From an optimization exercise on the open Yosys and OpenROAD flow, aimed at small area; shortcuts taken in it are not production practice. RTL that was checked went through simulation tests only; none was proved equivalent to the original. Function not checked in run 2: the RTL went through the layout flow alone. Power is estimated from default activity; no workload was simulated. No driver is modelled on the clock port, so clocking that relies on it looks cheaper here than on a real chip.

<file path="flow/run.sh">
#!/bin/bash
# synth_recipe.tcl (not shown) runs the flow's synth.tcl, then flattens the netlist and writes it again
# the make line also repeats each setting of config.mk as NAME=value (left out here)
make -C /OpenROAD-flow-scripts/flow DESIGN_CONFIG=/design/flow/config.mk WORK_HOME=/design/flow/orfs CLKGATE_MAP_FILE= SYNTH_SCRIPT=/design/flow/synth_recipe.tcl finish
</file>
<file path="flow/config.mk">
export PLATFORM = sky130hd
export DESIGN_NAME = debounce_vertical_counter
export DESIGN_NICKNAME = debounce_vertical_counter
export VERILOG_FILES = /design/flow/design.v
export SDC_FILE = /design/flow/constraint.sdc
export NUM_CORES = 4
export LEC_CHECK = 0
export CAP_MARGIN = 20
export CORE_MARGIN = 2
export CORE_UTILIZATION = 40
export SLEW_MARGIN = 20
</file>
<file path="flow/constraint.sdc">
create_clock -name core_clock -period 10.0 [get_ports {clk}]
set_input_delay 2.0000 -clock core_clock [delete_from_list [all_inputs] [get_ports {clk}]]
set_output_delay 2.0000 -clock core_clock [all_outputs]
set_load 0.01 [all_outputs]
</file>
<file path="flow/design.v">
module debounce_vertical_counter (
    input  wire        clk,
    input  wire        rst,           
    input  wire        bus_req,
    input  wire        bus_we,
    input  wire [9:0]  bus_addr,
    input  wire [1:0]  bus_size,      
    input  wire [31:0] bus_wdata,
    output wire        bus_ack,
    output wire        bus_err,
    output wire [31:0] bus_rdata,
    input  wire [31:0] sample_in,
    output wire        evt_valid
);
    localparam TW = 41;                   
    localparam P_PIN = 0;                 
    localparam P_HR  = 5;                 
    localparam P_HF  = 14;                
    localparam P_AR  = 23;                
    localparam P_AF  = 32;                
    localparam [1:0] S_IDLE = 2'd0;
    localparam [1:0] S_PASS = 2'd1;
    localparam [1:0] S_WALK = 2'd2;
    localparam [1:0] S_DONE = 2'd3;
    localparam [1:0] OP_ZERO = 2'd0;
    localparam [1:0] OP_TICK = 2'd1;
    localparam [1:0] OP_REG  = 2'd2;
    localparam [1:0] OP_FIN  = 2'd3;
    reg [4:0]  ph;
    reg [1:0]  st;
    reg [1:0]  op;
    reg        run;           
    reg        anye;          
    reg        first;         
    reg [31:0] raw_r, c0_r, c1_r, last_r, dl_r, ri_r, fa_r;
    reg [TW*32-1:0] tab;
    reg        disp;
    reg [5:0]  count;
    reg [2:0]  result;
    reg        fault;
    reg [1:0]  fcode;
    reg [4:0]  cur_e;
    reg        cur_ph;
    reg        ev_ap;
    reg [7:0]  ev_at;
    reg [7:0]  ev_ht;
    wire [TW-1:0] th  = tab[TW-1:0];
    wire [4:0]  h_pin = th[P_PIN +: 5];
    wire [8:0]  h_hr  = th[P_HR +: 9];
    wire [8:0]  h_hf  = th[P_HF +: 9];
    wire [8:0]  h_ar  = th[P_AR +: 9];
    wire [8:0]  h_af  = th[P_AF +: 9];
    wire req_bad   = (bus_size != 2'd2) || (bus_addr[1:0] != 2'b00);
    wire is_cmd    = bus_we && (bus_addr[9:2] == 8'h01);
    wire [31:0] v  = bus_wdata;
    wire [3:0]  opc = v[31:28];
    wire dec_tick  = (opc == 4'h1) && (v[27:0] == 28'd0);
    wire dec_reg   = (opc == 4'h2) && (v[27:8] == 20'd0);
    wire dec_set   = ((opc == 4'h3) || (opc == 4'h4)) && (v[27:24] == 4'd0) && (v[14:9] == 6'd0);
    wire dec_ack   = (opc == 4'h5) && (v[27:1] == 27'd0);
    wire dec_reset = (v == 32'hF0000000);
    wire [7:0] f_entry = v[23:16];
    wire       f_edge  = v[15];
    wire [8:0] f_tok   = {v[8], v[8] ? v[7:0] : 8'd0};
    wire       f_raised = v[0];
    wire idle   = (st == S_IDLE);
    wire exec   = idle && bus_req && !req_bad && is_cmd;
    wire set_ok  = ({2'd0, count} > f_entry);
    wire at_ent  = (ph == f_entry[4:0]);
    wire at_cur  = (ph == cur_e);
    wire in_pass = (st == S_PASS) && run;
    wire p_zero  = in_pass && (op == OP_ZERO);
    wire p_tick  = in_pass && (op == OP_TICK);
    wire p_reg   = in_pass && (op == OP_REG);
    wire p_fin   = in_pass && (op == OP_FIN);
    wire ph_last = (ph == 5'd31);
    wire s   = sample_in[ph];
    wire r   = raw_r[0];
    wire a0  = c0_r[0];
    wire a1  = c1_r[0];
    wire l   = last_r[0];
    wire d   = s ^ r;
    wire c1n = (a1 ^ a0) & d;
    wire c0n = ~a0 & d;
    wire rn  = r ^ (c0n & c1n);
    wire rin = rn & ~l;
    wire fan = ~rn & l;
    wire edge_any = anye | rin | fan;
    wire raw_in  = p_zero ? 1'b0 : p_tick ? rn  : p_reg ? s : r;
    wire last_in = p_zero ? 1'b0 : p_reg  ? s   : p_fin ? r : l;
    wire c0_in   = p_zero ? 1'b0 : p_tick ? c0n : a0;
    wire c1_in   = p_zero ? 1'b0 : p_tick ? c1n : a1;
    wire dl_in   = p_zero ? 1'b0 : p_tick ? d   : dl_r[0];
    wire ri_in   = p_zero ? 1'b0 : p_tick ? rin : ri_r[0];
    wire fa_in   = p_zero ? 1'b0 : p_tick ? fan : fa_r[0];
    wire       walk    = (st == S_WALK) && !(first && !at_cur);
    wire [4:0] idx     = h_pin - ph;            
    wire       w_end   = ({1'b0, ph} >= count);
    wire       mR      = !first && h_hr[8] && ri_r[idx];
    wire       mF      = !(first && cur_ph) && h_hf[8] && fa_r[idx];
    wire       w_match = !w_end && (mR || mF);
    wire       w_fin   = w_end || (!w_match && ph_last);
    wire wr_reg = p_reg && (ph == count[4:0]);
    wire wr_set = exec && !fault && dec_set && set_ok && at_ent;
    wire wr_hr  = wr_set && !opc[2] && !f_edge;
    wire wr_hf  = wr_set && !opc[2] &&  f_edge;
    wire wr_ar  = wr_set &&  opc[2] && !f_edge;
    wire wr_af  = wr_set &&  opc[2] &&  f_edge;
    wire [TW-1:0] tin;
    assign tin[P_PIN +: 5] = wr_reg ? v[4:0] : h_pin;
    assign tin[P_HR +: 9]  = wr_reg ? 9'd0 : wr_hr ? f_tok : h_hr;
    assign tin[P_HF +: 9]  = wr_reg ? 9'd0 : wr_hf ? f_tok : h_hf;
    assign tin[P_AR +: 9]  = wr_reg ? 9'd0 : wr_ar ? f_tok : h_ar;
    assign tin[P_AF +: 9]  = wr_reg ? 9'd0 : wr_af ? f_tok : h_af;
    wire [4:0] rd_i     = {bus_addr[9], bus_addr[7:4]};
    wire       rd_lo    = (bus_addr[9:8] == 2'b00);
    wire       rd_tab   = (bus_addr[9] != bus_addr[8]);
    wire       rd_lane  = rd_lo && (bus_addr[7:2] >= 6'h03) && (bus_addr[7:2] <= 6'h09);
    wire       rd_event = rd_lo && (bus_addr[7:2] == 6'h0A);
    wire       e_valid  = ({1'b0, rd_i} < count);
    wire rd_ready = rd_lane  ? (ph == 5'd0) :
                    rd_tab   ? (ph == rd_i) :
                    rd_event ? (!disp || at_cur) : 1'b1;
    wire cmd_now  = dec_reset || fault ||
                    (dec_tick && disp) ||
                    (dec_reg && (disp || (v[7:5] != 3'd0) || count[5])) ||
                    (dec_set && (!set_ok || at_ent)) ||
                    (dec_ack && (!disp || f_raised)) ||
                    !(dec_tick || dec_reg || dec_set || dec_ack);
    assign bus_ack = (st == S_DONE) ||
                     (idle && (req_bad || (bus_we ? (!is_cmd || cmd_now) : rd_ready)));
    assign bus_err = req_bad;
    assign evt_valid = disp;
    reg [31:0] rdv;
    always @(*) begin
        rdv = 32'd0;
        if (rd_lo) begin
            case (bus_addr[7:2])
                6'h00: rdv = 32'h42544E31;
                6'h02: rdv = {8'd0, 2'd0, count, 4'd0, 2'd0, fcode,
                              2'd0, fault, disp, 1'b0, result};
                6'h03: rdv = raw_r;
                6'h04: rdv = c0_r;
                6'h05: rdv = c1_r;
                6'h06: rdv = last_r;
                6'h07: rdv = dl_r;
                6'h08: rdv = ri_r;
                6'h09: rdv = fa_r;
                6'h0A: rdv = disp ? {1'b1, cur_e, cur_ph, ev_ap, ev_at, ev_ht, 3'd0, h_pin} : 32'd0;
                6'h0B: rdv = 32'h00082020;
                default: rdv = 32'd0;
            endcase
        end else if (rd_tab && e_valid) begin
            case (bus_addr[3:2])
                2'd0: rdv = {1'b1, 23'd0, 3'd0, h_pin};
                2'd1: rdv = {7'd0, h_ar, 7'd0, h_hr};
                2'd2: rdv = {7'd0, h_af, 7'd0, h_hf};
                default: rdv = 32'd0;
            endcase
        end
    end
    assign bus_rdata = rdv;
    always @(posedge clk) begin
        raw_r  <= {raw_in,  raw_r[31:1]};
        c0_r   <= {c0_in,   c0_r[31:1]};
        c1_r   <= {c1_in,   c1_r[31:1]};
        last_r <= {last_in, last_r[31:1]};
        dl_r   <= {dl_in,   dl_r[31:1]};
        ri_r   <= {ri_in,   ri_r[31:1]};
        fa_r   <= {fa_in,   fa_r[31:1]};
        tab    <= {tin, tab[TW*32-1:TW]};
    end
    always @(posedge clk) begin
        if (walk && w_match) begin
            cur_e  <= ph;
            cur_ph <= !mR;
            ev_ht  <= mR ? h_hr[7:0] : h_hf[7:0];
            ev_ap  <= mR ? h_ar[8]   : h_af[8];
            ev_at  <= mR ? h_ar[7:0] : h_af[7:0];
        end
    end
    wire do_reset = rst || (exec && dec_reset);
    always @(posedge clk) begin
        if (do_reset) begin
            ph     <= 5'd0;
            st     <= S_PASS;
            op     <= OP_ZERO;
            run    <= 1'b1;
            disp   <= 1'b0;
            count  <= 6'd0;
            result <= 3'd0;
            fault  <= 1'b0;
            fcode  <= 2'd0;
        end else begin
            ph <= ph + 5'd1;
            case (st)
                S_IDLE: if (exec) begin
                    if (fault) begin
                        result <= 3'd7;
                    end else if (dec_tick) begin
                        if (disp) begin
                            fault  <= 1'b1;
                            fcode  <= 2'd1;
                            result <= 3'd7;
                        end else begin
                            result <= 3'd0;
                            anye   <= 1'b0;
                            st     <= S_PASS;
                            op     <= OP_TICK;
                            run    <= ph_last;
                        end
                    end else if (dec_reg) begin
                        if (disp) begin
                            fault  <= 1'b1;
                            fcode  <= 2'd2;
                            result <= 3'd7;
                        end else if (v[7:5] != 3'd0) begin
                            result <= 3'd2;
                        end else if (count[5]) begin
                            result <= 3'd3;
                        end else begin
                            result <= 3'd0;
                            st     <= S_PASS;
                            op     <= OP_REG;
                            run    <= ph_last;
                        end
                    end else if (dec_set) begin
                        result <= set_ok ? 3'd0 : 3'd4;
                    end else if (dec_ack) begin
                        if (!disp) begin
                            result <= 3'd5;
                        end else if (f_raised) begin
                            disp   <= 1'b0;
                            result <= 3'd6;
                        end else begin
                            result <= 3'd0;
                            st     <= S_WALK;
                            first  <= 1'b1;
                        end
                    end else begin
                        result <= 3'd1;
                    end
                end
                S_PASS: begin
                    if (!run) begin
                        run <= ph_last;
                    end else begin
                        if (op == OP_TICK)
                            anye <= edge_any;
                        if (ph_last) begin
                            run <= 1'b0;
                            case (op)
                                OP_ZERO: st <= S_IDLE;
                                OP_TICK: begin
                                    st    <= edge_any ? S_WALK : S_DONE;
                                    first <= 1'b0;
                                end
                                OP_REG: begin
                                    st    <= S_DONE;
                                    count <= count + 6'd1;
                                end
                                default: st <= S_DONE;
                            endcase
                        end
                    end
                end
                S_WALK: if (walk) begin
                    first <= 1'b0;
                    if (w_match) begin
                        disp <= 1'b1;
                        st   <= S_DONE;
                    end else if (w_fin) begin
                        disp <= 1'b0;
                        st   <= S_PASS;
                        op   <= OP_FIN;
                        run  <= ph_last;
                    end
                end
                default: st <= S_IDLE;
            endcase
        end
    end
endmodule
</file>
==> flow_summary.yaml, run 1 <==
status:
  status: "no timing/DRC/antenna violations"
synthesis:
  synthAdderAreaFrac_pct: 1.01
  synth_largest_area_cell: "dfxtp_1"
  synth_edf_count: 25
  ys_types: 69
  synth_warnings: 1
  async_reset_ff_share_pct: 0
  synth-simple-area-share_pct: 3.91
  synth_seq_area_share_pct: 84.7
  avgSynthCellArea_um2: 15.6
  synth.net_count: 2526
  synth_area_leaders: "dfxtp_1, edfxtp_1, mux4_2"
  ys_seq_elements: 1584
  syn_inst: 2416
  synth_compound_area_share_pct: 5.53
  synth-xor-area-share_pct: 0.696
  synthMuxAreaShare_pct: 3.10
  synth_top_family_by_area: "compound AO/OA/AOI/OAI gates"
  synth.top_cell.area_share_pct: 82.7
  synth_area_um2: 37700
  synthFlopType: "dfxtp_1"
sta:
  holdWs_ns: 0.279
  final.setup.tns_ns: 0
  setup_viol: 0
  setup_ws_ns: 2.07
  slew_viol_final: 0
  hold_violations: 0
  fin_worst_skew_ns: 0.0516
  worstMarginPinSlew_ns: 1.14
  final.period_utilization_pct: 79.3
  slew_headroom_pct: 23.8
  finalCriticalPeriod_ns: 7.93
  fmax_mhz: 126
  rsz0062_at_grt: "no"
clock_network:
  clkTransAtPathRegs_ns: 0.06
  clkLatencyLatePin_ns: 0.76
  cts_sinks: 1584
  clk_path_buf_depth: 3
  cts_setup_buffers: 0
  numCtsBuffers: 147
  ctsHoldBuffers: 0
  cts_tree: "yes"
  cts_resized: 0
  cts-root-buf: "clkbuf_16"
  ctsHtreeMaxLevel: 4
global_routing:
  grt_max_degree: 44
  antenna_found_initial: 0
  track_usage_pct: 15.7
  grt_pass1_vias: 18500
  grt_pass1_wl_um: 115000
  grt_overflow: 0
setup_path:
  max_stage_delay_ns: 1.05
  setup.worst_path.class: "in2out"
  cp_slowest_cell: "clkdlybuf4s50_1"
  critPathMaxFanout: 32
  crit_required_ns: 8.00
  reg2reg_slack_ns: 5.50
  crit_chain: "clkdlybuf4s50_1 -> nand2_1 -> nor2_4 -> a221oi_1 -> nand3_1 -> a221oi_1 -> o22ai_1 -> clkdlybuf4s50_1"
  crit_arrival_ns: 5.93
  endpoint_kind: "output pin"
  worst_setup_path_start_kind: "input pin"
placement:
  dp_slack_ns: 2.15
  place.gp.congestion: 0.912
  place_hpwl_um: 50000
  portBuffers: 114
final_layout:
  most-common-layout-cells: "dfxtp_1, clkbuf_16, clkdlybuf4s50_1"
  drive_gt1_share_pct: 12.3
  final_nets: 2743
  area_growth_pct: 20.8
  final_common_cell: "dfxtp_1"
pwr:
  leakage_uw: 0.0176
  power_density_nw_per_um2: 275
  ir_worst_vdd_mv: 0.146
detailed_routing:
  wl_per_cell_um: 18.8
  viasPerCell: 4.54
  drtIter0Drc: 1336
  drt-pass1-iter-count: 6
  drcViolationCount: 0
  ant_nets: 0
  routed_wl_um: 75500
  dr_total_vias: 18200
run:
  maxCapViolCount: 0
floorplanning:
  core_um2: 93500
  rows: 112
  start_util_pct: 40.4
  die_h_um: 311
  top_level_ports: 115
  die_area_um2: 96800
  die_w_um: 311
worst_hold_path:
  hold_class: "reg2reg"
registers in the layout, indices dropped and copies added, names as in the netlist, 6 cells and up:
register  flops
tab        1312
c0_r         32
c1_r         32
dl_r         32
fa_r         32
last_r       32
raw_r        32
ri_r         32
ev_at         8
ev_ht         8
count         6
worst max-delay path, delay by kind of cell:
| family | cells | cell delay, ns |
|---|---|---|
| buffers and inverters | 2 | 1.73 |
| and+or+nand+nor | 3 | 1.22 |
| AOI/OAI and AO/OA | 3 | 0.95 |
final cells by class:
cell class,count,area [µm²]
tap,1254,1570
sequential,1584,32000
timing repair buffer,139,1330
fill,7871,47900
inverter,31,116
antenna,4,10.0
multi-input combinational,730,5440
clock inverter,63,958
clock buffer,206,4200
per-layer routing:
layer  global-route usage, %  vias to the layer above  part of all wire (%)
li1                        -                     8648                     -
met1                    21.1                     8824                    46
met2                    24.0                      586                    44
met3                    3.71                      166                   5.6
met4                    7.50                        0                   4.0
met5                       0                        -                     0
cells by family (layout without fill, tap and decap cells):
kind of cell / count (synthesis) / count (layout)
XOR/XNOR: 30 / 30
AND/OR/NAND/NOR: 298 / 298
adder cells (fa/ha/maj): 30 / 30
other: 0 / 4
flip-flops: 1584 / 1584
AO/OA/AOI/OAI: 291 / 291
multiplexers: 81 / 81
buffers and inverters: 102 / 439
synthesized netlist by cell type (all sizes together) (17+ instances only):
library cell	count
dfxtp	1559
o22ai	22
mux2	26
mux4	26
clkbuf	55
nand2	93
a221oi	26
a31oi	17
inv	31
nor3	21
nand3	26
edfxtp	25
a21oi	64
a22oi	54
nor2	70
ha	29
mux2i	29
a222oi	23
worst paths after layout:
kind	end	from	cells after the start
hold reg to reg	tab[48]$_DFF_P_	tab[89]$_DFF_P_	0
setup / recovery	bus_rdata[8]	bus_addr[2]	8
setup reg to reg	cur_e[1]$_DFFE_PP_	ph[2]$_SDFF_PP0_	10
hold / removal	tab[48]$_DFF_P_	tab[89]$_DFF_P_	0
per-stage QoR:
step	power (µW)	util (%)	cell area, µm²	std cells
after floorplan	6850	-	37700	2416
after global placement	7000	43.2	40400	3738
after detailed placement	7000	43.2	40400	3738
after CTS	12700	48.8	45600	4007
after global routing	13000	48.8	45600	4007
final	12600	48.8	45600	4011
power breakdown:
group	total (µW)	switching (µW)	leakage, µW	internal [µW]
sequential	6590	92.8	0.0128	6490
clock	5690	2400	0.00248	3290
combinational	278	157	0.00233	122
total	12600	2650	0.0176	9900
==> run 2, diff against run 1 <==
--- a/flow/design.v
+++ b/flow/design.v
@@ -32,6 +32,7 @@
     reg        run;           
     reg        anye;          
     reg        first;         
+    reg        bq;            
     reg [31:0] raw_r, c0_r, c1_r, last_r, dl_r, ri_r, fa_r;
     reg [TW*32-1:0] tab;
     reg        disp;
@@ -61,13 +62,14 @@
     wire dec_reset = (v == 32'hF0000000);
     wire [7:0] f_entry = v[23:16];
     wire       f_edge  = v[15];
-    wire [8:0] f_tok   = {v[8], v[8] ? v[7:0] : 8'd0};
     wire       f_raised = v[0];
     wire idle   = (st == S_IDLE);
     wire exec   = idle && bus_req && !req_bad && is_cmd;
-    wire set_ok  = ({2'd0, count} > f_entry);
     wire at_ent  = (ph == f_entry[4:0]);
     wire at_cur  = (ph == cur_e);
+    wire ph_eq_cnt = ({1'b0, ph} == count);
+    wire below     = bq && !ph_eq_cnt;
+    wire set_ok    = below && (f_entry[7:5] == 3'd0);
     wire in_pass = (st == S_PASS) && run;
     wire p_zero  = in_pass && (op == OP_ZERO);
     wire p_tick  = in_pass && (op == OP_TICK);
@@ -95,12 +97,12 @@
     wire fa_in   = p_zero ? 1'b0 : p_tick ? fan : fa_r[0];
     wire       walk    = (st == S_WALK) && !(first && !at_cur);
     wire [4:0] idx     = h_pin - ph;            
-    wire       w_end   = ({1'b0, ph} >= count);
+    wire       w_end   = !below;
     wire       mR      = !first && h_hr[8] && ri_r[idx];
     wire       mF      = !(first && cur_ph) && h_hf[8] && fa_r[idx];
     wire       w_match = !w_end && (mR || mF);
     wire       w_fin   = w_end || (!w_match && ph_last);
-    wire wr_reg = p_reg && (ph == count[4:0]);
+    wire wr_reg = p_reg && ph_eq_cnt;
     wire wr_set = exec && !fault && dec_set && set_ok && at_ent;
     wire wr_hr  = wr_set && !opc[2] && !f_edge;
     wire wr_hf  = wr_set && !opc[2] &&  f_edge;
@@ -108,23 +110,27 @@
     wire wr_af  = wr_set &&  opc[2] &&  f_edge;
     wire [TW-1:0] tin;
     assign tin[P_PIN +: 5] = wr_reg ? v[4:0] : h_pin;
-    assign tin[P_HR +: 9]  = wr_reg ? 9'd0 : wr_hr ? f_tok : h_hr;
-    assign tin[P_HF +: 9]  = wr_reg ? 9'd0 : wr_hf ? f_tok : h_hf;
-    assign tin[P_AR +: 9]  = wr_reg ? 9'd0 : wr_ar ? f_tok : h_ar;
-    assign tin[P_AF +: 9]  = wr_reg ? 9'd0 : wr_af ? f_tok : h_af;
+    assign tin[P_HR +: 9]  = wr_hr ? v[8:0] : {h_hr[8] & !wr_reg, h_hr[7:0]};
+    assign tin[P_HF +: 9]  = wr_hf ? v[8:0] : {h_hf[8] & !wr_reg, h_hf[7:0]};
+    assign tin[P_AR +: 9]  = wr_ar ? v[8:0] : {h_ar[8] & !wr_reg, h_ar[7:0]};
+    assign tin[P_AF +: 9]  = wr_af ? v[8:0] : {h_af[8] & !wr_reg, h_af[7:0]};
+    wire [7:0] m_hr = h_hr[8] ? h_hr[7:0] : 8'd0;
+    wire [7:0] m_hf = h_hf[8] ? h_hf[7:0] : 8'd0;
+    wire [7:0] m_ar = h_ar[8] ? h_ar[7:0] : 8'd0;
+    wire [7:0] m_af = h_af[8] ? h_af[7:0] : 8'd0;
     wire [4:0] rd_i     = {bus_addr[9], bus_addr[7:4]};
     wire       rd_lo    = (bus_addr[9:8] == 2'b00);
     wire       rd_tab   = (bus_addr[9] != bus_addr[8]);
     wire       rd_lane  = rd_lo && (bus_addr[7:2] >= 6'h03) && (bus_addr[7:2] <= 6'h09);
     wire       rd_event = rd_lo && (bus_addr[7:2] == 6'h0A);
-    wire       e_valid  = ({1'b0, rd_i} < count);
+    wire       e_valid  = below;               
     wire rd_ready = rd_lane  ? (ph == 5'd0) :
                     rd_tab   ? (ph == rd_i) :
                     rd_event ? (!disp || at_cur) : 1'b1;
     wire cmd_now  = dec_reset || fault ||
                     (dec_tick && disp) ||
                     (dec_reg && (disp || (v[7:5] != 3'd0) || count[5])) ||
-                    (dec_set && (!set_ok || at_ent)) ||
+                    (dec_set && at_ent) ||
                     (dec_ack && (!disp || f_raised)) ||
                     !(dec_tick || dec_reg || dec_set || dec_ack);
     assign bus_ack = (st == S_DONE) ||
@@ -146,15 +152,15 @@
                 6'h07: rdv = dl_r;
                 6'h08: rdv = ri_r;
                 6'h09: rdv = fa_r;
-                6'h0A: rdv = disp ? {1'b1, cur_e, cur_ph, ev_ap, ev_at, ev_ht, 3'd0, h_pin} : 32'd0;
+                6'h0A: rdv = disp ? {1'b1, cur_e, cur_ph, ev_ap, ev_ap ? ev_at : 8'd0, ev_ht, 3'd0, h_pin} : 32'd0;
                 6'h0B: rdv = 32'h00082020;
                 default: rdv = 32'd0;
             endcase
         end else if (rd_tab && e_valid) begin
             case (bus_addr[3:2])
                 2'd0: rdv = {1'b1, 23'd0, 3'd0, h_pin};
-                2'd1: rdv = {7'd0, h_ar, 7'd0, h_hr};
-                2'd2: rdv = {7'd0, h_af, 7'd0, h_hf};
+                2'd1: rdv = {7'd0, h_ar[8], m_ar, 7'd0, h_hr[8], m_hr};
+                2'd2: rdv = {7'd0, h_af[8], m_af, 7'd0, h_hf[8], m_hf};
                 default: rdv = 32'd0;
             endcase
         end
@@ -183,6 +189,7 @@
     always @(posedge clk) begin
         if (do_reset) begin
             ph     <= 5'd0;
+            bq     <= 1'b1;
             st     <= S_PASS;
             op     <= OP_ZERO;
             run    <= 1'b1;
@@ -193,6 +200,7 @@
             fcode  <= 2'd0;
         end else begin
             ph <= ph + 5'd1;
+            bq <= ph_last || below;
             case (st)
                 S_IDLE: if (exec) begin
                     if (fault) begin
==> flow/flow/run.sh (new file) <==
#!/bin/bash
# Own layout flow: the standard flow (standard.sh, unchanged synthesis,
# floorplan, placement, routing), with two placement/CTS arguments changed:
#  * port buffers use the smallest buffer, sky130_fd_sc_hd__buf_1, instead of
#    the flow's default choice (every input and output port still gets one);
#  * clock tree synthesis does not insert dummy loads.
# The full output of the flow goes to flow.log in this folder; ORFS keeps
# each step's own log under orfs/logs/.
set -euo pipefail
export BUFFER_PORTS_ARGS="-buffer_cell sky130_fd_sc_hd__buf_1"
export CTS_ARGS="-sink_clustering_enable -repair_clock_nets -dont_use_dummy_load -buf_list sky130_fd_sc_hd__clkbuf_16 -sink_clustering_size 30 -sink_clustering_max_diameter 100"
bash standard.sh finish > flow.log 2>&1
==> flow/standard.sh (new file) <==
#!/bin/bash
# synth_recipe.tcl (not shown) runs the flow's synth.tcl, then flattens the netlist and writes it again
# the make line also repeats each setting of config.mk as NAME=value (left out here)
make -C /OpenROAD-flow-scripts/flow DESIGN_CONFIG=/design/flow/config.mk WORK_HOME=/design/flow/orfs CLKGATE_MAP_FILE= SYNTH_SCRIPT=/design/flow/synth_recipe.tcl "${@:-finish}"
--- a/flow/config.mk
+++ b/flow/config.mk
@@ -7,5 +7,8 @@
 export LEC_CHECK = 0
 export CAP_MARGIN = 20
 export CORE_MARGIN = 2
-export CORE_UTILIZATION = 40
+export CORE_UTILIZATION = 65
+export CTS_BUF_LIST = sky130_fd_sc_hd__clkbuf_16
+export CTS_CLUSTER_DIAMETER = 100
+export CTS_CLUSTER_SIZE = 30
 export SLEW_MARGIN = 20
removed: flow/run.sh
==> run 2 against run 1 <==
- still clean on timing, DRC and antenna
- setup slack better by 0.63 ns
- worst hold slack better by 0.018 ns
- non-clock buffer count down 5
- wire length up 6.2%
==> flow_summary.yaml, run 2 <==
status:
  status: "no timing/DRC/antenna violations"
global_routing:
  grt_overflow: 0
  grt_pass1_wl_um: 118000
  grt_pass1_vias: 18000
  grt_max_degree: 35
  antenna_found_initial: 4
  track_usage_pct: 26.9
placement:
  dpl_cell_area_um2: 38800
  place_hpwl_um: 49600
  place.gp.congestion: 0.916
  dpl.cell_count: 3164
  portBuffers: 114
detailed_routing:
  drtIter0Drc: 1312
  viasPerCell: 5.38
  drcViolationCount: 0
  ant_nets: 0
  wl_per_cell_um: 24.9
  drt-pass1-iter-count: 8
  routed_wl_um: 80200
  dr_total_vias: 17400
clock_network:
  cts-root-buf: "clkbuf_16"
  clkTransAtPathRegs_ns: 0.11
  cts_resized: 0
  clkLatencyLatePin_ns: 0.68
  clk_path_buf_depth: 3
  cts_sinks: 1585
  numCtsBuffers: 59
  cts_tree: "yes"
  ctsHtreeMaxLevel: 2
  ctsHoldBuffers: 0
  cts_setup_buffers: 0
pwr:
  ir_worst_vdd_mv: 0.211
  power_density_nw_per_um2: 242
  finalPower_uw: 9730
  leakage_uw: 0.0154
sta:
  finalCriticalPeriod_ns: 7.30
  final.period_utilization_pct: 73.0
  worstMarginPinSlew_ns: 1.13
  slew_viol_final: 0
  setup_viol: 0
  holdWs_ns: 0.297
  hold_violations: 0
  fmax_mhz: 137
  final.setup.tns_ns: 0
  rsz0062_at_grt: "no"
  slew_headroom_pct: 24.3
  fin_worst_skew_ns: 0.0645
setup_path:
  crit_arrival_ns: 5.30
  max_stage_delay_ns: 0.96
  critPathLaunch: "bus_addr[4]"
  cp-endpoint: "bus_rdata[20]"
  crit_chain: "buf_1 -> nor3_1 -> and4_1 -> and2_1 -> a222oi_1 -> nand3_1 -> a21oi_1 -> o22ai_1 -> buf_1"
  reg2reg_slack_ns: 5.44
  crit_cells: 9
  crit_path_frequent_cell: "buf_1"
  endpoint_kind: "output pin"
  cpLargestDelayFamily: "simple AND/OR/NAND/NOR gates"
  r2r.worst_path.cells: 10
  reg2reg_from: "tab[0]$_DFF_P_"
  cp_slowest_cell: "and4_1"
  crit_required_ns: 8.00
  critPathMaxFanout: 22
  reg2reg_to: "ev_ht[7]$_DFFE_PP_"
  path_buf_inv: 2
  worst_setup_path_start_kind: "input pin"
  setup.worst_path.class: "in2out"
synthesis:
  yosysMostFrequentCell: "dfxtp_1"
  ys_top_cells_by_count: "dfxtp_1, mux2_2, a21oi_1"
  synth_seq_area_share_pct: 85.3
  syn_inst: 2329
  synth.top_cell.area_share_pct: 83.3
  ys_seq_elements: 1585
  synthFlopType: "dfxtp_1"
  synth_area_leaders: "dfxtp_1, edfxtp_1, mux2_2"
  synth_warnings: 1
  synth_edf_count: 25
  async_reset_ff_share_pct: 0
  synth_area_um2: 37500
  synth.net_count: 2424
  ys_types: 70
  synth_largest_area_cell: "dfxtp_1"
  avgSynthCellArea_um2: 16.1
final_layout:
  area_growth_pct: 7.47
  final_common_cell: "dfxtp_1"
  final_nets: 2555
  fin_area_um2: 40300
  final_cell_count_no_fill: 3223
  most-common-layout-cells: "dfxtp_1, buf_1, mux2_2"
  drive_gt1_share_pct: 7.97
  top_register: "tab"
  largest_register_ffs: 1312
  n_antenna_cell: 0
floorplanning:
  die_area_um2: 59600
  rows: 88
  start_util_pct: 65.4
  die_h_um: 244
  core_um2: 57400
  top_level_ports: 115
  die_w_um: 244
worst_hold_path:
  hold_class: "reg2reg"
  min-delay-start: "tab[1168]$_DFF_P_"
run:
  maxCapViolCount: 0
==> run 2: cell families after synthesis <==
group | after synthesis | share of synthesized area (%)
AOI/OAI and AO/OA | 258 | 4.90
xor gates and xnor gates | 38 | 0.888
adders and majority gates | 15 | 0.521
buffers and inverters | 87 | 0.928
DFF | 1585 | 85.3
muxes | 117 | 4.18
and+or+nand+nor | 229 | 3.30
==> run 2: area by class of cell <==
type	instances	area, µm²
clock buffer	59	1480
fill	3411	17100
inverter	23	86.3
multi-input combinational	657	5220
sequential	1585	32000
tap	765	957
timing repair buffer	134	579
==> run 2: worst reg2reg max path: cells and delay by family, from the launching register on <==
kind / cells / cell delay (ns)
buffers and inverters: 2 / 0.35
adder cells (fa/ha/maj): 2 / 1.41
AND/OR/NAND/NOR: 1 / 0.09
flip-flops: 1 / 0.55
AO/OA/AOI/OAI: 3 / 1.22
multiplexers: 2 / 0.53
==> run 2: per-layer routing <==
metal / routed length [µm] / global-route usage, % / share of wire, % / up-vias
met5: 25 / 0 / 0.031 / -
met4: 2960 / 9.85 / 3.7 / 4
met3: 4190 / 3.65 / 5.2 / 148
met2: 38900 / 45.0 / 48 / 578
met1: 34100 / 36.3 / 43 / 8543
li1: - / - / - / 8078
==> run 2: through the flow <==
stage | setup slack, ns | utilization, %
after CTS | 2.77 | 70.2
after global placement | 2.90 | 67.7
after detailed placement | 2.81 | 67.7
after global routing | 2.58 | 70.2
after floorplan | 4.07 | -
final | 2.70 | 70.2
==> run 2: worst min-delay path by stage <==
stage                        end  cells after the start
4_1_cts        tab[1127]$_DFF_P_                      0
2_1_floorplan     tab[0]$_DFF_P_                      0
6_report       tab[1127]$_DFF_P_                      0
5_1_grt        tab[1127]$_DFF_P_                      0
3_5_place_dp   tab[1131]$_DFF_P_                      0
3_3_place_gp    tab[919]$_DFF_P_                      0
==> run 2: report_power, final <==
part           switching (µW)  internal, µW
logic                     164           117
registers                 122          6500
clock network            1770          1060
==> run 3, diff against run 2 <==
--- a/flow/design.v
+++ b/flow/design.v
@@ -27,13 +27,15 @@
     localparam [1:0] OP_REG  = 2'd2;
     localparam [1:0] OP_FIN  = 2'd3;
     reg [4:0]  ph;
+    reg [2:0]  sec;
     reg [1:0]  st;
     reg [1:0]  op;
     reg        run;           
     reg        anye;          
     reg        first;         
     reg        bq;            
-    reg [31:0] raw_r, c0_r, c1_r, last_r, dl_r, ri_r, fa_r;
+    reg [159:0] q;
+    reg [31:0] ri_r, fa_r;
     reg [TW*32-1:0] tab;
     reg        disp;
     reg [5:0]  count;
@@ -76,11 +78,14 @@
     wire p_reg   = in_pass && (op == OP_REG);
     wire p_fin   = in_pass && (op == OP_FIN);
     wire ph_last = (ph == 5'd31);
+    wire sec_last = (sec == 3'd4);
+    wire p_start = sec_last && ph_last;        
     wire s   = sample_in[ph];
-    wire r   = raw_r[0];
-    wire a0  = c0_r[0];
-    wire a1  = c1_r[0];
-    wire l   = last_r[0];
+    wire r   = q[0];
+    wire a0  = q[32];
+    wire a1  = q[64];
+    wire l   = q[96];
+    wire dlh = q[128];
     wire d   = s ^ r;
     wire c1n = (a1 ^ a0) & d;
     wire c0n = ~a0 & d;
@@ -92,7 +97,7 @@
     wire last_in = p_zero ? 1'b0 : p_reg  ? s   : p_fin ? r : l;
     wire c0_in   = p_zero ? 1'b0 : p_tick ? c0n : a0;
     wire c1_in   = p_zero ? 1'b0 : p_tick ? c1n : a1;
-    wire dl_in   = p_zero ? 1'b0 : p_tick ? d   : dl_r[0];
+    wire dl_in   = p_zero ? 1'b0 : p_tick ? d   : dlh;
     wire ri_in   = p_zero ? 1'b0 : p_tick ? rin : ri_r[0];
     wire fa_in   = p_zero ? 1'b0 : p_tick ? fan : fa_r[0];
     wire       walk    = (st == S_WALK) && !(first && !at_cur);
@@ -121,10 +126,13 @@
     wire [4:0] rd_i     = {bus_addr[9], bus_addr[7:4]};
     wire       rd_lo    = (bus_addr[9:8] == 2'b00);
     wire       rd_tab   = (bus_addr[9] != bus_addr[8]);
-    wire       rd_lane  = rd_lo && (bus_addr[7:2] >= 6'h03) && (bus_addr[7:2] <= 6'h09);
+    wire       rd_q     = rd_lo && (bus_addr[7:2] >= 6'h03) && (bus_addr[7:2] <= 6'h07);
+    wire       rd_rf    = rd_lo && (bus_addr[7:3] == 5'h04);    
+    wire [2:0] rd_sec   = bus_addr[4:2] - 3'd3;
     wire       rd_event = rd_lo && (bus_addr[7:2] == 6'h0A);
     wire       e_valid  = below;               
-    wire rd_ready = rd_lane  ? (ph == 5'd0) :
+    wire rd_ready = rd_q     ? (ph == 5'd0) && (sec == rd_sec) :
+                    rd_rf    ? (ph == 5'd0) :
                     rd_tab   ? (ph == rd_i) :
                     rd_event ? (!disp || at_cur) : 1'b1;
     wire cmd_now  = dec_reset || fault ||
@@ -145,11 +153,7 @@
                 6'h00: rdv = 32'h42544E31;
                 6'h02: rdv = {8'd0, 2'd0, count, 4'd0, 2'd0, fcode,
                               2'd0, fault, disp, 1'b0, result};
-                6'h03: rdv = raw_r;
-                6'h04: rdv = c0_r;
-                6'h05: rdv = c1_r;
-                6'h06: rdv = last_r;
-                6'h07: rdv = dl_r;
+                6'h03, 6'h04, 6'h05, 6'h06, 6'h07: rdv = q[31:0];
                 6'h08: rdv = ri_r;
                 6'h09: rdv = fa_r;
                 6'h0A: rdv = disp ? {1'b1, cur_e, cur_ph, ev_ap, ev_ap ? ev_at : 8'd0, ev_ht, 3'd0, h_pin} : 32'd0;
@@ -167,11 +171,8 @@
     end
     assign bus_rdata = rdv;
     always @(posedge clk) begin
-        raw_r  <= {raw_in,  raw_r[31:1]};
-        c0_r   <= {c0_in,   c0_r[31:1]};
-        c1_r   <= {c1_in,   c1_r[31:1]};
-        last_r <= {last_in, last_r[31:1]};
-        dl_r   <= {dl_in,   dl_r[31:1]};
+        q      <= {raw_in, q[159:129], dl_in, q[127:97], last_in, q[95:65],
+                   c1_in, q[63:33], c0_in, q[31:1]};
         ri_r   <= {ri_in,   ri_r[31:1]};
         fa_r   <= {fa_in,   fa_r[31:1]};
         tab    <= {tin, tab[TW*32-1:TW]};
@@ -189,6 +190,7 @@
     always @(posedge clk) begin
         if (do_reset) begin
             ph     <= 5'd0;
+            sec    <= 3'd0;
             bq     <= 1'b1;
             st     <= S_PASS;
             op     <= OP_ZERO;
@@ -200,6 +202,8 @@
             fcode  <= 2'd0;
         end else begin
             ph <= ph + 5'd1;
+            if (ph_last)
+                sec <= sec_last ? 3'd0 : sec + 3'd1;
             bq <= ph_last || below;
             case (st)
                 S_IDLE: if (exec) begin
@@ -215,7 +219,7 @@
                             anye   <= 1'b0;
                             st     <= S_PASS;
                             op     <= OP_TICK;
-                            run    <= ph_last;
+                            run    <= p_start;
                         end
                     end else if (dec_reg) begin
                         if (disp) begin
@@ -230,7 +234,7 @@
                             result <= 3'd0;
                             st     <= S_PASS;
                             op     <= OP_REG;
-                            run    <= ph_last;
+                            run    <= p_start;
                         end
                     end else if (dec_set) begin
                         result <= set_ok ? 3'd0 : 3'd4;
@@ -251,7 +255,7 @@
                 end
                 S_PASS: begin
                     if (!run) begin
-                        run <= ph_last;
+                        run <= p_start;
                     end else begin
                         if (op == OP_TICK)
                             anye <= edge_any;
@@ -281,7 +285,7 @@
                         disp <= 1'b0;
                         st   <= S_PASS;
                         op   <= OP_FIN;
-                        run  <= ph_last;
+                        run  <= p_start;
                     end
                 end
                 default: st <= S_IDLE;
==> flow/flow/run.sh (replaced) <==
#!/bin/bash
# Own layout flow: the standard flow (standard.sh: the standard
# synthesis, floorplan, placement, CTS and routing), with two arguments
# changed:
#  * port buffers use the smallest buffer, sky130_fd_sc_hd__buf_1, instead of
#    the flow's default choice (every input and output port still gets one);
#  * clock tree synthesis uses clkbuf_8 for small sink clusters and inserts
#    no dummy loads.
# The full output of the flow goes to flow.log in this folder; ORFS keeps
# each step's own log under orfs/logs/.
set -euo pipefail
export BUFFER_PORTS_ARGS="-buffer_cell sky130_fd_sc_hd__buf_1"
export CTS_ARGS="-sink_clustering_enable -repair_clock_nets -dont_use_dummy_load -buf_list sky130_fd_sc_hd__clkbuf_8 -sink_clustering_size 16 -sink_clustering_max_diameter 50"
bash standard.sh finish > flow.log 2>&1
--- a/flow/config.mk
+++ b/flow/config.mk
@@ -8,7 +8,4 @@
 export CAP_MARGIN = 20
 export CORE_MARGIN = 2
 export CORE_UTILIZATION = 65
-export CTS_BUF_LIST = sky130_fd_sc_hd__clkbuf_16
-export CTS_CLUSTER_DIAMETER = 100
-export CTS_CLUSTER_SIZE = 30
 export SLEW_MARGIN = 20
==> run 3 against run 2 <==
- total power is 1.8% lower
- core utilization is 0.29 points higher
- largest cell class unchanged
- clock power is 4% lower
- cell count is 1.6% lower
- first-iteration DRC count is 24% lower
- wire length is 25% lower
- largest power group unchanged
- register-to-register slack worse by 0.34 ns
==> flow_summary.yaml, run 3 <==
clock_network:
  clk_path_buf_depth: 3
  ctsHtreeMaxLevel: 3
  clkLatencyLatePin_ns: 0.70
  numCtsBuffers: 114
  clkTransAtPathRegs_ns: 0.09
  ctsHoldBuffers: 0
  cts_tree: "yes"
  cts_setup_buffers: 0
  cts-root-buf: "clkbuf_8"
  cts_sinks: 1588
  cts_resized: 0
worst_hold_path:
  min-delay-start: "fa_r[15]$_DFF_P_"
  hold_class: "reg2reg"
  min_path_cells: 0
synthesis:
  ys_seq_elements: 1588
  synth_area_um2: 36800
  ys_top_cells_by_count: "dfxtp_1, mux2_2, nor2_1"
  synth.net_count: 2325
  synthFlopType: "dfxtp_1"
  syn_inst: 2225
  async_reset_ff_share_pct: 0
  synth_seq_area_share_pct: 87.1
  yosysMostFrequentCell: "dfxtp_1"
  avgSynthCellArea_um2: 16.5
  synth.top_cell.area_share_pct: 85.1
  synth_largest_area_cell: "dfxtp_1"
  synth_area_leaders: "dfxtp_1, edfxtp_1, mux4_2"
  ys_types: 67
  synth_warnings: 1
  synth_edf_count: 25
global_routing:
  grt_max_degree: 34
  grt_pass1_wl_um: 92900
  grt_pass1_vias: 16100
  grt_overflow: 0
  track_usage_pct: 20.9
  antenna_found_initial: 6
detailed_routing:
  drtIter0Drc: 997
  drt-pass1-iter-count: 6
  wl_per_cell_um: 18.9
  ant_nets: 0
  dr_total_vias: 16000
  drcViolationCount: 0
  routed_wl_um: 59900
  viasPerCell: 5.03
setup_path:
  crit_required_ns: 8.00
  cp-endpoint: "bus_ack"
  cpLargestDelayFamily: "simple AND/OR/NAND/NOR gates"
  reg2reg_from: "tab[0]$_DFF_P_"
  crit_arrival_ns: 5.11
  critPathMaxFanout: 6
  cp_slowest_cell: "nor4_1"
  r2r.worst_path.cells: 10
  worst_setup_path_start_kind: "input pin"
  endpoint_kind: "output pin"
  critPathLaunch: "bus_wdata[17]"
  path_buf_inv: 2
  crit_chain: "buf_1 -> nor4_1 -> nand3_1 -> nor4_1 -> o21ai_0 -> or4bb_1 -> o31ai_1 -> a22oi_1 -> buf_1"
  reg2reg_to: "ev_ht[3]$_DFFE_PP_"
  crit_cells: 9
  setup.worst_path.class: "in2out"
  reg2reg_slack_ns: 5.10
  max_stage_delay_ns: 0.94
floorplanning:
  start_util_pct: 65.5
  die_w_um: 242
  top_level_ports: 115
  rows: 87
  core_um2: 56200
  die_area_um2: 58500
  die_h_um: 242
sta:
  finalCriticalPeriod_ns: 7.11
  slew_headroom_pct: 25.9
  rsz0062_at_grt: "no"
  slew_viol_final: 0
  hold_violations: 0
  fin_worst_skew_ns: 0.0855
  setup_viol: 0
  final.period_utilization_pct: 71.1
  fmax_mhz: 141
  worstMarginPinSlew_ns: 1.10
  final.setup.tns_ns: 0
status:
  status: "no timing/DRC/antenna violations"
placement:
  place_hpwl_um: 40200
  portBuffers: 114
  place.gp.congestion: 0.914
pwr:
  power_density_nw_per_um2: 241
  clkPwrFrac_pct: 28.5
  p_sw_uw: 1930
  finalPower_uw: 9560
  ir_worst_vdd_mv: 0.170
  p_int_uw: 7630
  p_sw_share_pct: 20.2
  leakage_uw: 0.0154
  combPwrFrac_pct: 2.5
  share_seq_of_total_power_pct: 69.0
run:
  maxCapViolCount: 0
final_layout:
  area_growth_pct: 7.72
  largest_register_ffs: 1312
  reg_top3: "tab x1312, q x160"
  drive_gt1_share_pct: 9.04
  most-common-layout-cells: "dfxtp_1, clkbuf_8, buf_1"
  fill_cells: 3618
  top_register: "tab"
  final_common_cell: "dfxtp_1"
  final_nets: 2513
## run 3: cell types whose count changed after synthesis, moves of 6 or more
cell | before | now
mux2_2 | 66 | 47
clkbuf_1 | 48 | 31
nand3_1 | 28 | 13
a222oi_1 | 34 | 20
a21oi_1 | 54 | 41
mux2i_1 | 26 | 14
a22o_1 | 15 | 4
o21ai_0 | 35 | 25
inv_1 | 22 | 30
mux2_4 | 0 | 8
a22oi_1 | 44 | 37
and2_1 | 9 | 15
## run 3: routing by layer
layer	GRT usage [%]	vias up	share of wire [%]
li1	-	7702	-
met1	29.6	7707	47
met2	32.2	431	45
met3	4.37	109	6.0
met4	7.30	6	2.5
met5	0	-	0.062
## run 3: layout make-up
class                           count  area [µm²]  share of cell area, %
Inverter                           30         113                  0.284
Timing Repair Buffer              121         480                   1.21
Clock buffer                      114        1570                   3.96
Tap cell                          756         946                   2.39
Multi-Input combinational cell    558        4460                   11.2
Antenna cell                        5        12.5                 0.0316
Sequential cell                  1588       32000                   80.9
## run 3: stage by stage
stage	hold slack (ns)	instances	area (µm²)	setup slack, ns	utilization, %
2_1_floorplan	0.310	2225	36800	3.81	-
3_3_place_gp	0.310	3053	38000	2.90	67.7
3_5_place_dp	0.312	3053	38000	2.67	67.7
4_1_cts	0.271	3167	39600	2.65	70.5
5_1_grt	0.284	3168	39600	2.62	70.5
6_report	0.288	3172	39600	2.89	70.5
## run 3: cells by family (layout without fill, tap and decap cells)
group | count (synthesis) | count (layout) | share of synthesized area (%)
adder cells (fa/ha/maj) | 20 | 20 | 0.701
other | 0 | 5 | 0
flip-flops | 1588 | 1588 | 87.1
AND/OR/NAND/NOR | 204 | 204 | 2.94
XOR/XNOR | 38 | 38 | 0.905
buffers and inverters | 79 | 265 | 0.847
AO/OA/AOI/OAI | 203 | 203 | 3.87
multiplexers | 93 | 93 | 3.62
## run 3: worst min path at each step
stage and end:
2_1_floorplan q[100]$_DFF_P_, 3_3_place_gp tab[78]$_DFF_P_, 3_5_place_dp q[61]$_DFF_P_, 4_1_cts fa_r[14]$_DFF_P_, 5_1_grt fa_r[14]$_DFF_P_, 6_report fa_r[14]$_DFF_P_
## run 3: worst reg2reg max path: stages (launching register included)
cell	delay [ns]
dfxtp_1	0.56
inv_1	0.08
ha_1	0.22
fa_1	1.19
mux4_2	0.39
mux2i_1	0.16
mux2i_1	0.25
a22oi_2	0.18
buf_4	0.27
a21oi_1	0.31
a21boi_4	0.86
## run 3: power by group through the flow
stage	Combinational, µW	Clock, µW	Sequential (µW)
after CTS	241	2820	6600
after detailed placement	239	0	6740
after global routing	263	3050	6610
after global placement	238	0	6740
after floorplan	168	0	6700
final	241	2720	6590
==> run 4, diff against run 3 <==
==> flow/flow/run.sh (replaced) <==
#!/bin/bash
# Own layout flow: the standard flow (standard.sh) with three changes:
#  * synthesis is the standard flow's own script (synth_recipe.tcl, unchanged: same
#    Yosys passes, flattening and renaming, so the same registers) except
#    that ABC maps the logic with an area-oriented script (flow/area.abc);
#  * port buffers use the smallest buffer, sky130_fd_sc_hd__buf_1, instead of
#    the flow's default choice (every input and output port still gets one);
#  * clock tree synthesis uses clkbuf_8 for small sink clusters and inserts
#    no dummy loads.
# The full output of the flow goes to flow.log in this folder; ORFS keeps
# each step's own log under orfs/logs/.
set -euo pipefail
W=$PWD
cat "$W/flow/abc_override.tcl" "$W/synth_recipe.tcl" > "$W/my_synth.tcl"
sed "s#SYNTH_SCRIPT=[^ ]*#SYNTH_SCRIPT=$W/my_synth.tcl#" "$W/standard.sh" > "$W/my_standard.sh"
grep -q "SYNTH_SCRIPT=$W/my_synth.tcl" "$W/my_standard.sh"
export MY_ABC_SCRIPT="$W/flow/area.abc"
export BUFFER_PORTS_ARGS="-buffer_cell sky130_fd_sc_hd__buf_1"
export CTS_ARGS="-sink_clustering_enable -repair_clock_nets -dont_use_dummy_load -buf_list sky130_fd_sc_hd__clkbuf_8 -sink_clustering_size 16 -sink_clustering_max_diameter 50"
bash "$W/my_standard.sh" finish > "$W/flow.log" 2>&1
==> flow/flow/abc_override.tcl (new file) <==
# Prepended to the standard flow's synthesis script (synth_recipe.tcl): the ABC
# technology-mapping call keeps all its arguments but uses the
# area-oriented script in $MY_ABC_SCRIPT instead of ORFS's speed script.
# Flip-flops are mapped and named before ABC runs, so registers are
# exactly those of the standard synthesis.
proc abc {args} {
  set i [lsearch -exact $args -script]
  if {$i >= 0 && [info exists ::env(MY_ABC_SCRIPT)]} {
    lset args [expr {$i + 1}] $::env(MY_ABC_SCRIPT)
  }
  puts "abc (area script): $args"
  yosys abc {*}$args
}
==> flow/flow/area.abc (new file) <==
strash
dch -f
amap -F 4 -A 8
topo
==> run 4 against run 3 <==
- core utilization is 0.84 points higher
- via count is 5.5% higher
- sequential share of layout area is 0.77 points higher
- critical endpoint unchanged
- largest power group unchanged
==> flow_summary.yaml, run 4 <==
status:
  status: "no timing/DRC/antenna violations"
sta:
  final.setup.tns_ns: 0
  fmax_mhz: 143
  fin_worst_skew_ns: 0.113
  slew_viol_final: 0
  finalCriticalPeriod_ns: 7.01
  slew_headroom_pct: 29.8
  rsz0062_at_grt: "no"
  hold_violations: 0
  worstMarginPinSlew_ns: 1.05
  final.period_utilization_pct: 70.1
  holdWs_ns: 0.218
  setup_viol: 0
global_routing:
  track_usage_pct: 23.1
  grt_overflow: 0
  grt_max_degree: 34
  antenna_found_initial: 3
  grt_pass1_vias: 17200
  grt_pass1_wl_um: 98900
clock_network:
  cts_setup_buffers: 0
  clk_path_buf_depth: 3
  cts-root-buf: "clkbuf_8"
  cts_tree: "yes"
  cts_sinks: 1588
  clkTransAtPathRegs_ns: 0.09
  clkLatencyLatePin_ns: 0.74
  ctsHoldBuffers: 0
  ctsHtreeMaxLevel: 3
  numCtsBuffers: 114
  cts_resized: 0
setup_path:
  crit_arrival_ns: 5.01
  crit_required_ns: 8.00
  cpLargestDelayFamily: "simple AND/OR/NAND/NOR gates"
  cp_slowest_cell: "or4_1"
  setup.worst_path.class: "in2out"
  endpoint_kind: "output pin"
  critPathMaxFanout: 8
  path_buf_inv: 4
  worst_setup_path_start_kind: "input pin"
  max_stage_delay_ns: 0.57
  crit_chain: "buf_1 -> nor3_1 -> clkinv_1 -> or4_1 -> nor4_1 -> clkinv_1 -> o21ai_0 -> a31oi_1 -> nor2_1 -> nor2_1 -> o21bai_1 -> buf_1"
detailed_routing:
  drcViolationCount: 0
  dr_total_vias: 16800
  ant_nets: 0
  wl_per_cell_um: 20.0
  routed_wl_um: 64700
  drtIter0Drc: 1339
  viasPerCell: 5.20
  drt-pass1-iter-count: 7
synthesis:
  avgSynthCellArea_um2: 16.1
  yosysMostFrequentCell: "dfxtp_1"
  synth.net_count: 2345
  ys_types: 45
  synth_warnings: 1
  synthFlopType: "dfxtp_1"
  synth_area_um2: 36100
  synth_seq_area_share_pct: 88.7
  ys_seq_elements: 1588
  synth_edf_count: 25
  syn_inst: 2245
  synth_area_leaders: "dfxtp_1, edfxtp_1, o22ai_1"
  synth_largest_area_cell: "dfxtp_1"
  async_reset_ff_share_pct: 0
  ys_top_cells_by_count: "dfxtp_1, clkinv_1, o22ai_1"
  synth.top_cell.area_share_pct: 86.6
final_layout:
  top_register: "tab"
  drive_gt1_share_pct: 5.42
  reg_top3: "tab x1312, q x160"
  area_growth_pct: 8.59
  final_core_util_pct: 71.4
  final_nets: 2591
  final_common_cell: "dfxtp_1"
  final_cell_count_no_fill: 3240
  largest_register_ffs: 1312
  most-common-layout-cells: "dfxtp_1, clkbuf_8, buf_1"
floorplanning:
  core_um2: 55000
  rows: 86
  die_area_um2: 57500
  top_level_ports: 115
  die_h_um: 240
  start_util_pct: 65.7
  die_w_um: 240
placement:
  place.gp.congestion: 0.911
  place_hpwl_um: 41000
  dpl.cell_count: 3123
  portBuffers: 114
worst_hold_path:
  hold_class: "reg2reg"
pwr:
  power_density_nw_per_um2: 253
  leakage_uw: 0.0151
  ir_worst_vdd_mv: 0.176
run:
  maxCapViolCount: 0
run 4: report_power, final:
part           internal [µW]  switching [µW]  leakage (µW)
clock                   1020            1740      0.000820
combinational            143             253       0.00141
sequential              6670             113        0.0128
total                   7830            2110        0.0151
run 4: worst paths after layout:
path                         to  slack (ns)              from  cells after the start
max reg2reg  op[1]$_SDFFE_PP0P_        4.48    tab[0]$_DFF_P_                     16
min reg2reg    tab[268]$_DFF_P_        0.22  tab[309]$_DFF_P_                      0
min            tab[268]$_DFF_P_        0.22  tab[309]$_DFF_P_                      0
max                     bus_ack        2.99      bus_wdata[6]                     12
run 4: per-layer routing:
layer | vias to the layer above | track usage (%) | share of wire [%]
li1 | 8080 | - | -
met1 | 8101 | 30.4 | 44
met2 | 521 | 37.9 | 48
met3 | 134 | 4.67 | 5.5
met4 | 2 | 9.09 | 3.3
met5 | - | 0 | 0.020
run 4: layout make-up:
| cell class | instances | area, µm² |
|---|---|---|
| inverters | 84 | 315 |
| clock buffers | 114 | 1570 |
| diodes | 3 | 7.51 |
| flip-flops and latches | 1588 | 32000 |
| well taps | 748 | 936 |
| multi-input cells | 573 | 3810 |
| fillers | 3359 | 15700 |
| repair buffers | 130 | 568 |
run 4: kinds of logic (layout without fill, tap and decap cells):
logic type      Yosys count  in the layout  synth area share [%]
flops                  1588           1588                  88.7
compound gates          364            364                  7.35
simple gates            189            189                  2.42
buf+inv                  84            328                 0.872
fa+ha+maj                20             20                 0.713
other cells               0              3                     0
run 4: through the flow:
| stage | area, µm² | power (µW) | setup slack [ns] |
|---|---|---|---|
| 2_1_floorplan | 36100 | 7130 | 3.14 |
| 3_3_place_gp | 37600 | 7300 | 2.77 |
| 3_5_place_dp | 37700 | 7320 | 3.02 |
| 4_1_cts | 39200 | 10000 | 3.02 |
| 5_1_grt | 39200 | 10300 | 2.63 |
| 6_report | 39200 | 9930 | 2.99 |
==> run 5, diff against run 4 <==
--- a/flow/design.v
+++ b/flow/design.v
@@ -31,7 +31,6 @@
     reg [1:0]  st;
     reg [1:0]  op;
     reg        run;           
-    reg        anye;          
     reg        first;         
     reg        bq;            
     reg [159:0] q;
@@ -78,7 +77,7 @@
     wire p_reg   = in_pass && (op == OP_REG);
     wire p_fin   = in_pass && (op == OP_FIN);
     wire ph_last = (ph == 5'd31);
-    wire sec_last = (sec == 3'd4);
+    wire sec_last = (sec == 3'd7);
     wire p_start = sec_last && ph_last;        
     wire s   = sample_in[ph];
     wire r   = q[0];
@@ -92,7 +91,6 @@
     wire rn  = r ^ (c0n & c1n);
     wire rin = rn & ~l;
     wire fan = ~rn & l;
-    wire edge_any = anye | rin | fan;
     wire raw_in  = p_zero ? 1'b0 : p_tick ? rn  : p_reg ? s : r;
     wire last_in = p_zero ? 1'b0 : p_reg  ? s   : p_fin ? r : l;
     wire c0_in   = p_zero ? 1'b0 : p_tick ? c0n : a0;
@@ -128,10 +126,9 @@
     wire       rd_tab   = (bus_addr[9] != bus_addr[8]);
     wire       rd_q     = rd_lo && (bus_addr[7:2] >= 6'h03) && (bus_addr[7:2] <= 6'h07);
     wire       rd_rf    = rd_lo && (bus_addr[7:3] == 5'h04);    
-    wire [2:0] rd_sec   = bus_addr[4:2] - 3'd3;
     wire       rd_event = rd_lo && (bus_addr[7:2] == 6'h0A);
     wire       e_valid  = below;               
-    wire rd_ready = rd_q     ? (ph == 5'd0) && (sec == rd_sec) :
+    wire rd_ready = rd_q     ? (ph == 5'd0) && (sec == bus_addr[4:2]) :
                     rd_rf    ? (ph == 5'd0) :
                     rd_tab   ? (ph == rd_i) :
                     rd_event ? (!disp || at_cur) : 1'b1;
@@ -190,7 +187,7 @@
     always @(posedge clk) begin
         if (do_reset) begin
             ph     <= 5'd0;
-            sec    <= 3'd0;
+            sec    <= 3'd3;
             bq     <= 1'b1;
             st     <= S_PASS;
             op     <= OP_ZERO;
@@ -203,7 +200,7 @@
         end else begin
             ph <= ph + 5'd1;
             if (ph_last)
-                sec <= sec_last ? 3'd0 : sec + 3'd1;
+                sec <= sec_last ? 3'd3 : sec + 3'd1;
             bq <= ph_last || below;
             case (st)
                 S_IDLE: if (exec) begin
@@ -216,7 +213,6 @@
                             result <= 3'd7;
                         end else begin
                             result <= 3'd0;
-                            anye   <= 1'b0;
                             st     <= S_PASS;
                             op     <= OP_TICK;
                             run    <= p_start;
@@ -257,14 +253,12 @@
                     if (!run) begin
                         run <= p_start;
                     end else begin
-                        if (op == OP_TICK)
-                            anye <= edge_any;
                         if (ph_last) begin
                             run <= 1'b0;
                             case (op)
                                 OP_ZERO: st <= S_IDLE;
                                 OP_TICK: begin
-                                    st    <= edge_any ? S_WALK : S_DONE;
+                                    st    <= S_WALK;
                                     first <= 1'b0;
                                 end
                                 OP_REG: begin
--- a/flow/flow/run.sh
+++ b/flow/flow/run.sh
@@ -16,5 +16,5 @@
 grep -q "SYNTH_SCRIPT=$W/my_synth.tcl" "$W/my_standard.sh"
 export MY_ABC_SCRIPT="$W/flow/area.abc"
 export BUFFER_PORTS_ARGS="-buffer_cell sky130_fd_sc_hd__buf_1"
-export CTS_ARGS="-sink_clustering_enable -repair_clock_nets -dont_use_dummy_load -buf_list sky130_fd_sc_hd__clkbuf_8 -sink_clustering_size 16 -sink_clustering_max_diameter 50"
+export CTS_ARGS="-sink_clustering_enable -repair_clock_nets -dont_use_dummy_load -buf_list sky130_fd_sc_hd__clkbuf_8 -sink_clustering_size 18 -sink_clustering_max_diameter 50"
 bash "$W/my_standard.sh" finish > "$W/flow.log" 2>&1
==> run 5 against run 4 <==
- total power down 0.72%
- worst hold slack better by 0.028 ns
- register-to-register slack better by 0.23 ns
- highest routed layer is now met4
- still clean
==> flow_summary.yaml, run 5 <==
status:
  status: "no timing/DRC/antenna violations"
synthesis:
  synthAdderAreaFrac_pct: 0.576
  synth-simple-area-share_pct: 2.49
  ys_top_cells_by_count: "dfxtp_1, nor2_1, clkinv_1"
  syn_inst: 2247
  async_reset_ff_share_pct: 0
  ys_seq_elements: 1587
  synth_edf_count: 24
  synth_seq_area_share_pct: 88.8
  synthMuxAreaShare_pct: 0
  synth_area_leaders: "dfxtp_1, edfxtp_1, o22ai_1"
  synth_warnings: 1
  synth.net_count: 2343
  synth_compound_area_share_pct: 7.18
  synth-xor-area-share_pct: 0
  synth.top_cell.area_share_pct: 86.8
  synth_top_family_by_area: "compound AO/OA/AOI/OAI gates"
  avgSynthCellArea_um2: 16.0
  yosysMostFrequentCell: "dfxtp_1"
  ys_types: 40
  synth_area_um2: 36000
  synth_largest_area_cell: "dfxtp_1"
  synthFlopType: "dfxtp_1"
final_layout:
  final_nets: 2583
  fin_area_um2: 39000
  final_core_util_pct: 71.0
  drive_gt1_share_pct: 5.23
  top_register: "tab"
  largest_register_ffs: 1312
  most-common-layout-cells: "dfxtp_1, buf_1, clkbuf_8"
  reg_top3: "tab x1312, q x160"
  final_common_cell: "dfxtp_1"
  area_growth_pct: 8.28
placement:
  place_hpwl_um: 41500
  dpl_cell_area_um2: 37600
  portBuffers: 114
  dp_slack_ns: 2.68
  place.gp.congestion: 0.854
setup_path:
  reg2reg_from: "tab[0]$_DFF_P_"
  reg2reg_to: "op[1]$_SDFFE_PN0P_"
  critPathMaxFanout: 6
  reg2reg_slack_ns: 4.71
  r2r.worst_path.cells: 18
  worst_setup_path_start_kind: "input pin"
  crit_required_ns: 8.00
  crit_arrival_ns: 5.36
  endpoint_kind: "output pin"
  setup.worst_path.class: "in2out"
sta:
  rsz0062_at_grt: "no"
  setup_viol: 0
  fmax_mhz: 136
  fin_worst_skew_ns: 0.109
  setup_ws_ns: 2.64
  worstMarginPinSlew_ns: 1.11
  slew_headroom_pct: 25.9
  hold_violations: 0
  final.period_utilization_pct: 73.6
  slew_viol_final: 0
  final.setup.tns_ns: 0
  finalCriticalPeriod_ns: 7.36
pwr:
  leakage_uw: 0.0149
  p_sw_share_pct: 21.6
  power_density_nw_per_um2: 253
  combPwrFrac_pct: 5.4
  clkPwrFrac_pct: 26.7
  share_seq_of_total_power_pct: 67.9
  p_int_uw: 7730
  ir_worst_vdd_mv: 0.198
  finalPower_uw: 9860
  p_sw_uw: 2130
global_routing:
  antenna_found_initial: 3
  grt_pass1_vias: 16800
  grt_max_degree: 38
  grt_overflow: 0
  grt_pass1_wl_um: 95300
  track_usage_pct: 22.3
worst_hold_path:
  min_path_cells: 0
  min-delay-start: "tab[268]$_DFF_P_"
  min_to: "tab[227]$_DFF_P_"
  hold_class: "reg2reg"
clock_network:
  cts_resized: 0
  clkLatencyLatePin_ns: 0.73
  cts_sinks: 1587
  cts_tree: "yes"
  cts-root-buf: "clkbuf_8"
  numCtsBuffers: 105
  cts_setup_buffers: 0
  clkTransAtPathRegs_ns: 0.10
  ctsHtreeMaxLevel: 3
  clk_path_buf_depth: 3
  ctsHoldBuffers: 0
detailed_routing:
  dr_total_vias: 16600
  drtIter0Drc: 1385
  wl_per_cell_um: 19.4
  ant_nets: 0
  routed_wl_um: 62800
  drcViolationCount: 0
  drt-pass1-iter-count: 6
  viasPerCell: 5.13
floorplanning:
  core_um2: 55000
  start_util_pct: 65.5
  top_level_ports: 115
  die_h_um: 239
  die_area_um2: 57300
  rows: 86
  die_w_um: 239
run:
  maxCapViolCount: 0
run 5: cell count changes after synthesis, sizes merged, moves of 5 or more:
cell,previous run,this run
o21ai,35,28
nor2,76,92
o22ai,82,87
a22oi,34,39
clkinv,84,90
a21oi,45,50
a31oi,9,4
o221a,7,1
run 5: power groups by stage:
stage          Sequential, µW  Clock, µW  Combinational [µW]
3_3_place_gp             6830          0                 521
2_1_floorplan            6800          0                 335
6_report                 6700       2630                 532
3_5_place_dp             6850          0                 521
5_1_grt                  6730       2900                 577
4_1_cts                  6710       2700                 525
run 5: routing by layer:
metal  part of all wire [%]  track usage, %
met5                      0               0
met4                    2.9            8.64
met3                    7.2            4.43
met2                     45            34.9
met1                     45            31.0
run 5: cell type report:
type	count	area, µm²
Sequential cell	1587	32000
Fill cell	3320	16000
Inverter	90	338
Antenna cell	3	7.51
Multi-Input combinational cell	570	3710
Clock buffer	105	1450
Tap cell	748	936
Timing Repair Buffer	133	571
run 5: kinds of logic (layout without fill, tap and decap cells):
family	count (synthesis)	in the layout
buffers and inverters	90	328
and+or+nand+nor	197	197
AOI/OAI and AO/OA	357	357
DFF	1587	1587
other	0	3
adders and majority gates	16	16
run 5: through the flow:
stage,hold slack [ns],cells
floorplan,0.310,2247
global placement,0.310,3128
detailed placement,0.312,3128
CTS,0.242,3233
global route,0.233,3234
finish,0.247,3236
run 5: critical path: stages:
cell      delay [ns]
buf_1           0.07
or4_1           0.54
or4_1           0.53
or3_1           0.34
or4_1           0.43
nor3_1          0.30
clkinv_1        0.29
nor2_1          0.25
o41a_1          0.20
nor2_1          0.04
nor2_1          0.08
or2_0           0.12
buf_1           0.15
run 5: worst max-delay path by stage:
stage	endpoint	start	depth (start not counted)	slack, ns
2_1_floorplan	bus_ack	bus_wdata[10]	12	3.11
3_3_place_gp	bus_ack	bus_wdata[10]	13	2.76
3_5_place_dp	bus_ack	bus_wdata[10]	13	2.68
4_1_cts	bus_ack	bus_wdata[10]	13	2.67
5_1_grt	bus_ack	bus_wdata[8]	13	2.39
6_report	bus_ack	bus_wdata[10]	13	2.64

static timing again, ports no longer ideal:
Ports are ideal in the flow. The routed layouts listed here were re-timed in OpenROAD. Step 1 assumes that a clkbuf_16 drives the clock port and a buf_2 every other input. Step 2, shift: input delay + t, output delay - t, t = (earliest + latest rising clock arrival at the registers) / 2. This alone moves slack from input paths to output paths. Slacks: no drivers / after step 1 / after step 2; pairs: no drivers / after step 1.
| run | shift t [ns] | setup WS [ns] | worst register clock-pin slew, ns | worst slew at a driven data input, ns | cell pins on the clock port's net |
|---|---|---|---|---|---|
| run 1 | 0.793 | 2.066 / 2.035 / 2.035 | 0.07 / 0.07 | 0.11 | 1 |
| run 2 | 0.709 | 2.700 / 2.678 / 2.678 | 0.12 / 0.12 | 0.05 | 1 |
| run 3 | 0.722 | 2.893 / 2.871 / 2.871 | 0.10 / 0.10 | 0.11 | 1 |
| run 4 | 0.739 | 2.988 / 2.946 / 2.946 | 0.10 / 0.10 | 0.05 | 1 |
| run 5 | 0.724 | 2.637 / 2.618 / 2.618 | 0.11 / 0.11 | 0.06 | 1 |
After both steps every run listed still meets setup and hold. For run 4, which loses most, drivers alone change the setup slack by -0.042 ns; drivers and shift together by -0.042 ns.
